This design comes from an exercise in tuning for small area, a short achievable clock period and few clock cycles on the open sky130 flow, not from production work. Where RTL was checked, it was by simulation tests only, not by an equivalence proof against the original.

==> build 51 <==
Design rw32_core, start of the top module:
module rw32_core (
    input             clk,
    input             rst,
    input             step_valid,
    output            step_ready,
    output reg        done,
    output reg [2:0]  out_code,
    output     [31:0] out_addr,
    output     [31:0] out_target,
    output     [3:0]  out_len,
    output            out_width4,
    output reg [1:0]  out_kind,
    output reg        out_diag,
    output reg        halted,
    input             host_we,
    input      [3:0]  host_sel,
    input      [31:0] host_wdata,
    input      [31:0] mem_size,
    output            mem_req,
    output            mem_we,
    output     [31:0] mem_addr,
    output     [31:0] mem_wdata,
    input             mem_ack,
    input      [31:0] mem_rdata,
    output            imp_req,
    output     [31:0] imp_target,
    input             imp_ack,
    input      [1:0]  imp_kind,
    input             imp_fail,
    input      [31:0] imp_eax,
    input      [31:0] imp_esp,
    output     [31:0] eax,
    output     [31:0] ecx,
    output     [31:0] edx,
    output     [31:0] ebx,
    output     [31:0] esp,
    output     [31:0] ebp,
    output     [31:0] esi,
    output     [31:0] edi,
    output     [31:0] eip,
    output     [15:0] cs,
    output     [15:0] ds,
    output     [15:0] es,
    output     [15:0] fs,
    output     [15:0] gs,
    output     [15:0] ss
);
clock: 12.0 ns
lec_check: 0
cap_margin: 20
core_margin: 2
core_utilization: 50
slew_margin: 20
standard.sh (not shown) runs the stock make flow with config.mk's settings and CLKGATE_MAP_FILE= SYNTH_SCRIPT=/design/flow/synth_recipe.tcl, a recipe that flattens the netlist after the stock synthesis.
==> flow/flow/run.sh <==
#!/bin/bash
set -euo pipefail
bash standard.sh SETUP_SLACK_MARGIN=7 finish > standard.log 2>&1
==> trial 33: changes against build 51 <==
--- a/flow/design.v
+++ b/flow/design.v
@@ -91,19 +91,20 @@
     assign ds  = seg[1];
     assign es  = seg[2];
     assign fs  = seg[3];
     assign gs  = seg[4];
     assign ss  = seg[5];
     reg [3:0]  state;
     reg [32:0] sz4;          
     reg [15:0] short;        
-    reg [31:0] w0, w1;       
+    reg [31:0] w0;           
+    reg [31:0] fw;           
     reg [4:0]  form_r;
-    reg        r_rel, r_jmp, r_sub, r_d32, r_d8, r_bnone;    
+    reg        r_rel, r_jmp, r_sub, r_d32, r_d8, r_bnone, r_ew;    
     reg [3:0]  len_r;
     reg [31:0] ra;           
     reg [31:0] rd;           
     wire st_idle = (state == S_IDLE);
     wire st_f1   = (state == S_F1);
     wire st_f2   = (state == S_F2);
     wire st_f3   = (state == S_F3);
     wire st_x    = (state == S_X);
@@ -232,79 +233,82 @@
     wire [2:0] base_reg  = has_sib ? sib[2:0] : rm;
     wire       idx_none  = !has_sib || (sib[5:3] == 3'd4);
     wire [2:0] idx_reg   = sib[5:3];
     wire       indexed   = !idx_none;
     wire       scale_bad = has_sib && (sib[7:6] != 2'd0);
     wire [7:0] disp8     = has_sib ? w0[31:24] : w0[23:16];
     wire [2:0] op_reg    = w0[2:0];
     wire [1:0]  sh   = len_r[1:0];
-    wire [63:0] ecat = {w1, w0};
-    wire [31:0] ew   = (sh == 2'd1) ? ecat[39:8] :
-                       (sh == 2'd2) ? ecat[47:16] : ecat[55:24];
-    wire [63:0] lcat = {mem_rdata, st_f3 ? w1 : w0};
+    wire [31:0] ew   = fw;
+    wire [63:0] lcat = {mem_rdata, st_f3 ? rd : w0};
     wire [31:0] lw   = (sh == 2'd1) ? lcat[39:8] :
                        (sh == 2'd2) ? lcat[47:16] :
                        (sh == 2'd3) ? lcat[55:24] : lcat[63:32];
     wire is_rel = r_rel;
     wire is_sub = r_sub;
     wire [31:0] xb = x[st_x2 ? idx_reg : base_reg];
     wire [31:0] aa = is_rel ? eip_r : ((r_bnone && !st_x2) ? 32'd0 : xb);
-    wire [31:0] ab = st_x2 ? ra : (is_rel || r_d32) ? ew : is_sub ? ~ew :
-                     r_d8 ? {{24{disp8[7]}}, disp8} : 32'd0;
+    wire [31:0] ab = ({32{st_x2}} & ra) |
+                     ({32{r_ew && !st_x2}} & ew) | ({32{is_sub}} & ~ew) |
+                     ({32{r_d8 && !st_x2}} & {{24{disp8[7]}}, disp8});
     wire [31:0] ac = r_jmp ? 32'd5 : is_sub ? 32'd1 : 32'd0;    
     wire [32:0] ea33 = {1'b0, aa} + {1'b0, ab} + {1'b0, ac};
     wire [31:0] ea   = ea33[31:0];
     wire [33:0] k34  = {2'b00, sz4[31:0]};
     wire [33:0] na34 = {2'b11, ~aa};
     wire [33:0] nb34 = {2'b11, ~ab};
     wire [33:0] cs_s = k34 ^ na34 ^ nb34;
     wire [33:0] cs_c = ((k34 & na34) | (k34 & nb34) | (na34 & nb34)) << 1;
     wire [33:0] d34  = cs_s + cs_c + 34'd2;
     wire        ea_in = ea33[32] ? (d34[33:32] == 2'b11) : !d34[33];
+    wire        sp_pop  = st_rd && (form_r == F_POP_R || form_r == F_RET);
+    wire        sp_ent  = st_wr;
+    wire [32:0] sp_sum  = {x[4], 1'b1} +
+                          (sp_ent ? {~{16'd0, w0[23:8]}, 1'b1} :
+                           sp_pop ? {32'd4, 1'b0} : {32'hFFFFFFFC, 1'b0});
+    wire [31:0] sp_add  = sp_sum[32:1];
     wire [32:0] fdiff   = {1'b0, mem_size} - {1'b0, eip_r};
     wire        fetch0  = fdiff[32] || (fdiff[31:0] == 32'd0);    
-    wire        push_ok = (x[4][31:2] != 30'd0) && (x[4] <= mem_size);
+    reg         push_ok;
+    wire [32:0] sz4_n   = {1'b0, mem_size} - 33'd4;
     wire [31:0] ca      = st_rd ? ra : lw;
     wire        ca_ok   = !sz4[32] && (ca <= sz4[31:0]);
     wire        rd_ok   = ca_ok;
     wire        wr_oe   = (form_r == F_MOV_OE);
     wire [31:0] wa      = wr_oe ? lw : ea;                        
     wire        wa_ok   = wr_oe ? ca_ok : (!sz4[32] && ea_in);
     wire [4:0]  lo1     = {1'b0, eip_r[3:0]} + 5'd1;
     wire [4:0]  lo2     = {1'b0, eip_r[3:0]} + 5'd2;
     wire [4:0]  lo3     = {1'b0, eip_r[3:0]} + 5'd3;
     wire [4:0]  lo4     = {1'b0, eip_r[3:0]} + 5'd4;
-    wire [4:0]  lo_f1   = q_long         ? lo4 :
-                          (q_len == 4'd1) ? lo1 :
-                          (q_len == 4'd2) ? lo2 :
-                          (q_len == 4'd3) ? lo3 : lo4;
-    wire [3:0]  nlen_r  = (st_f2 && len_r[3]) ? 4'd8 : len_r;
+    wire [4:0]  lo_f1   = (q_len[1:0] == 2'd1) ? lo1 :
+                          (q_len[1:0] == 2'd2) ? lo2 :
+                          (q_len[1:0] == 2'd3) ? lo3 : lo4;
+    wire [3:0]  nlen_r  = len_r;
     wire [4:0]  lo_r    = {1'b0, eip_r[3:0]} + {1'b0, nlen_r};
     wire [4:0]  nip_lo  = st_f1 ? lo_f1 : lo_r;
     reg  [27:0] eip_hi1;                        
     integer k;
     always @* begin
         for (k = 0; k < 28; k = k + 1)
             eip_hi1[k] = eip_r[4 + k] ^ ((k == 0) ? 1'b1 : &(eip_r[31:4] | ({28{1'b1}} << k)));
     end
     wire [31:0] nip     = {nip_lo[4] ? eip_hi1 : eip_r[31:4], nip_lo[3:0]};
-    wire        sp_pop  = st_rd && (form_r == F_POP_R || form_r == F_RET);
-    wire        sp_ent  = st_wr;
-    wire [32:0] sp_sum  = {x[4], 1'b1} +
-                          (sp_ent ? {~{16'd0, w0[23:8]}, 1'b1} :
-                           sp_pop ? {32'd4, 1'b0} : {32'hFFFFFFFC, 1'b0});
-    wire [31:0] sp_add  = sp_sum[32:1];
+    wire [4:0]  lo8     = {1'b0, eip_r[3:0]} + 5'd8;
+    wire [4:0]  fa_lo   = st_f1 ? lo4 : lo8;
+    wire [31:0] fnext   = {fa_lo[4] ? eip_hi1 : eip_r[31:4], fa_lo[3:0]};
     localparam G_HOST = 3'd0, G_XL = 3'd1, G_EA = 3'd2, G_MEM = 3'd3, G_IMP = 3'd4, G_ESP = 3'd5;
     localparam E_HOST = 3'd0, E_NIP = 3'd1, E_EA = 3'd2, E_MEM = 3'd3, E_RD = 3'd4;
     localparam A_EIP = 3'd0, A_SIZE = 3'd1, A_NIP = 3'd2, A_SP = 3'd3, A_ESP = 3'd4, A_LW = 3'd5,
                A_WA = 3'd6, A_EA = 3'd7;
     localparam D_XL = 3'd0, D_I8 = 3'd1, D_LW = 3'd2, D_NIP = 3'd3, D_MEM = 3'd4, D_EAX = 3'd5;
     reg [3:0] nstate;
     reg       fin;           
+    reg       pre;           
     reg [2:0] code;
     reg       diag, halt;
     reg       mf_en;         
     reg       mf_w4;
     reg [1:0] mf_kind;
     reg       len_en;
     reg       gw_en;         
     reg [2:0] gw_idx, gsel;
@@ -312,16 +316,17 @@
     reg       sp_en, sp_imp;
     reg       eip_en;
     reg [2:0] esel;
     reg       ra_en;
     reg [2:0] rasel;
     reg       seg_en;
     task push;
         begin
+            wr_pre;
             sp_en = 1'b1;
             ra_en = 1'b1; rasel = A_SP;
             eip_en = 1'b1; esel = E_NIP;
             if (push_ok)
                 nstate = S_WR;
             else
                 fault(MK_WRITE);
         end
@@ -329,16 +334,22 @@
     task finish;
         input [2:0] c;
         begin
             fin  = 1'b1;
             code = c;
             nstate = S_IDLE;
         end
     endtask
+    task wr_pre;
+        begin
+            pre = 1'b1; code = OC_MF;
+            mf_en = 1'b1; mf_w4 = 1'b1; mf_kind = MK_WRITE;
+        end
+    endtask
     task fault;
         input [1:0] k;
         begin
             finish(OC_MF);
             mf_en = 1'b1; mf_w4 = 1'b1; mf_kind = k;
         end
     endtask
     task ok_next;            
@@ -351,17 +362,17 @@
         begin
             eip_en = 1'b1; esel = E_NIP;
             halt = 1'b1;
             finish(OC_CV);
         end
     endtask
     always @* begin
         nstate = state;
-        fin = 1'b0; code = OC_OK; diag = 1'b0; halt = 1'b0;
+        fin = 1'b0; pre = 1'b0; code = OC_OK; diag = 1'b0; halt = 1'b0;
         mf_en = 1'b0; mf_w4 = 1'b0; mf_kind = MK_FETCH;
         len_en = 1'b0;
         gw_en = 1'b0; gw_idx = 3'd0; gsel = G_HOST; and_mask = 1'b0;
         sp_en = 1'b0; sp_imp = 1'b0;
         eip_en = 1'b0; esel = E_NIP;
         ra_en = 1'b0; rasel = A_EIP;
         seg_en = 1'b0;
         case (state)
@@ -531,32 +542,34 @@
     task write;
         begin
             ra_en = 1'b1; rasel = A_WA;
             if (form_r == F_MOV_MI && scale_bad)
                 cv;
             else if (form_r == F_MOV_MI && indexed) begin
                 nstate = S_X;                       
             end else begin
+                wr_pre;
                 eip_en = 1'b1; esel = E_NIP;
                 if (wa_ok)
                     nstate = S_WR;
                 else
                     fault(MK_WRITE);
             end
         end
     endtask
     task ea_use;
         begin
             case (form_r)
                 F_LEA: begin
                     gw_en = 1'b1; gw_idx = rg; gsel = G_EA;
                     ok_next;
                 end
                 F_MOV_MI: begin                     
+                    wr_pre;
                     ra_en = 1'b1; rasel = A_EA;
                     eip_en = 1'b1; esel = E_NIP;
                     if (wa_ok)
                         nstate = S_WR;
                     else
                         fault(MK_WRITE);
                 end
                 default: begin                      
@@ -574,25 +587,26 @@
                      (gsel == G_IMP)  ? imp_eax : x[4];
     wire [31:0] sv = sp_imp ? imp_esp : sp_add;
     wire [31:0] ev = (esel == E_HOST) ? host_wdata :
                      (esel == E_NIP)  ? nip :
                      (esel == E_EA)   ? ea :
                      (esel == E_MEM)  ? mem_rdata : rd;
     wire [31:0] av = (rasel == A_EIP)  ? eip_r :
                      (rasel == A_SIZE) ? mem_size :
-                     (rasel == A_NIP)  ? nip :
+                     (rasel == A_NIP)  ? fnext :
                      (rasel == A_SP)   ? sp_add :
                      (rasel == A_ESP)  ? x[4] :
                      (rasel == A_LW)   ? lw :
                      (rasel == A_WA)   ? wa : ea;
     wire       rd_en = (mem_ack && (st_f1 || st_f2 || st_f3 || st_rd)) ||
                        (imp_ack && st_imp && imp_kind == 2'b00);
     wire [2:0] rdsel = st_f1 ? ((qform == F_PUSH_I8) ? D_I8 : D_XL) :
-                       st_f2 ? ((form_r == F_CALL_REL) ? D_NIP :
+                       st_f2 ? ((len_r > 4'd8)         ? D_MEM :       
+                                (form_r == F_CALL_REL) ? D_NIP :
                                 (form_r == F_MOV_OE)   ? D_XL : D_LW) :
                        st_f3 ? D_LW :
                        st_rd ? D_MEM : D_NIP;
     wire [31:0] dv = (rdsel == D_XL)  ? xl :
                      (rdsel == D_I8)  ? {{24{q1[7]}}, q1} :
                      (rdsel == D_LW)  ? lw :
                      (rdsel == D_NIP) ? nip :
                      mem_rdata;
@@ -613,36 +627,38 @@
         end
         for (i = 0; i < 8; i = i + 1) begin
             if (rst || (gw_en && gw_idx == i)) x[i] <= gvz;
             else if (i == 4 && sp_en)          x[i] <= svz;
         end
         if (rst || eip_en) eip_r <= evz;
         for (i = 0; i < 6; i = i + 1)
             if (rst || (seg_en && host_sel == 4'd9 + i)) seg[i] <= hwz;
-        if (fin) begin
+        if (fin || pre) begin
             out_code <= code;
             out_diag <= diag;
         end
         if (mf_en) begin
             out_kind   <= mf_kind;
         end
         if (st_idle) begin
             for (i = 0; i < 16; i = i + 1)
                 short[i] <= (fdiff[31:4] == 28'd0) && (fdiff[3:0] < i);
-            sz4 <= {1'b0, mem_size} - 33'd4;
+            sz4 <= sz4_n;
+            push_ok <= (x[4][31:2] != 30'd0) && (x[4] <= mem_size);
         end
         if (st_f1) begin
             w0     <= mem_rdata;
             form_r <= qform;
             r_rel  <= (qform == F_JMP) || (qform == F_CALL_REL);
             r_sub  <= (qform == F_SUB);
             r_jmp  <= (qform == F_JMP);
             r_d32  <= q_d32;
-            r_d8   <= (qmd == 2'd1);
+            r_d8   <= q_modrm && (qmd == 2'd1);
+            r_ew   <= (qform == F_JMP) || (qform == F_CALL_REL) || (q_modrm && qmd != 2'd3 && q_d32);
             r_bnone <= (qmd == 2'd0) && (q_sib ? (q2[2:0] == 3'd5) : (qrm == 3'd5));
             len_r  <= q_len;
         end
-        if (st_f2) w1 <= mem_rdata;
+        if (st_f2) fw <= lw;
         if (ra_en) ra <= av;
         if (rd_en) rd <= dv;
     end
 endmodule
==> flow/run.sh (new file) <==
#!/bin/bash
# synth_recipe.tcl (not shown) runs the flow's synth.tcl, then flattens the netlist and writes it again
# the make line also repeats each setting of config.mk as NAME=value (left out here)
make -C /OpenROAD-flow-scripts/flow DESIGN_CONFIG=/design/flow/config.mk WORK_HOME=/design/flow/orfs CLKGATE_MAP_FILE= SYNTH_SCRIPT=/design/flow/synth_recipe.tcl finish
==> flow/config.mk (replaced) <==
export PLATFORM = sky130hd
export DESIGN_NAME = rw32_core
export DESIGN_NICKNAME = rw32_core
export VERILOG_FILES = /design/flow/design.v
export SDC_FILE = /design/flow/constraint.sdc
export NUM_CORES = 4
export LEC_CHECK = 0
export CAP_MARGIN = 20
export CORE_MARGIN = 2
export CORE_UTILIZATION = 40
export SETUP_SLACK_MARGIN = 5
export SLEW_MARGIN = 20
removed: flow/flow/run.sh
removed: flow/standard.sh
==> comparison table <==
Mean post-synth cell area: trial 33 8.76 um2; build 51 8.67 um2
Sink count of the clock tree: trial 33 583; build 51 580
Area share of the leading cell type in the synthesized netlist: trial 33 0.376; build 51 0.372
Synthesized-area fraction occupied by adder cells: trial 33 0.0898; build 51 0.0891
Number of library cell types mapped by synthesis: trial 33 100; build 51 106
Number of buffers created by CTS: trial 33 72; build 51 69
Result of the run: trial 33 finished clean; build 51 stopped before the end
Last stage reached: trial 33 -; build 51 5_1_grt
# placed instances: trial 33 7,272; build 51 7,074
Number of gates resized after CTS: trial 33 287; build 51 1,343
Number of buffers added for setup after CTS: trial 33 105; build 51 467
Compound-gate portion of the synthesized area: trial 33 0.210; build 51 0.230
Net count of the mapped netlist: trial 33 5,738; build 51 5,832
Last weighted congestion value of the routability-driven placer: trial 33 1.09; build 51 1.18
Total half-perimeter wirelength after legalization and detailed placement: trial 33 234,000 um; build 51 224,000 um
Area fraction in and, or, nand and nor cells after synthesis: trial 33 0.189; build 51 0.189
Std-Cell Rows: trial 33 124; build 51 111
Testbench counts of trial 33, summed over its fixed seeds: cycles 88,002.
Only the layout flow was run in build 51; the RTL was not checked for function there.

[re-timing with driven ports]
How much do the figures lean on ideal ports? The routed layout below was timed once more, with nothing changed but the port constraints. Step 1, drivers: a clkbuf_16 drives clk and a buf_2 each remaining input, both assumed. Step 2 adds t to the input delays and takes it off the output delays; t is the mean of the earliest and latest rising clock arrival at the registers after step 1. Input paths then give back, and output paths get back, about the clock's delay inside the block. Slacks: no drivers / after step 1 / after step 2; pairs: no drivers / after step 1.
run: trial 33
t, ns: 0.750
setup slack, ns: 4.822 / 4.822 / 4.164
hold WS [ns]: 0.728 / 0.728 / 0.728
After both steps setup and hold are still met in trial 33. The setup slack of trial 33 moves by 0.000 ns with the drivers and by -0.658 ns with both steps.
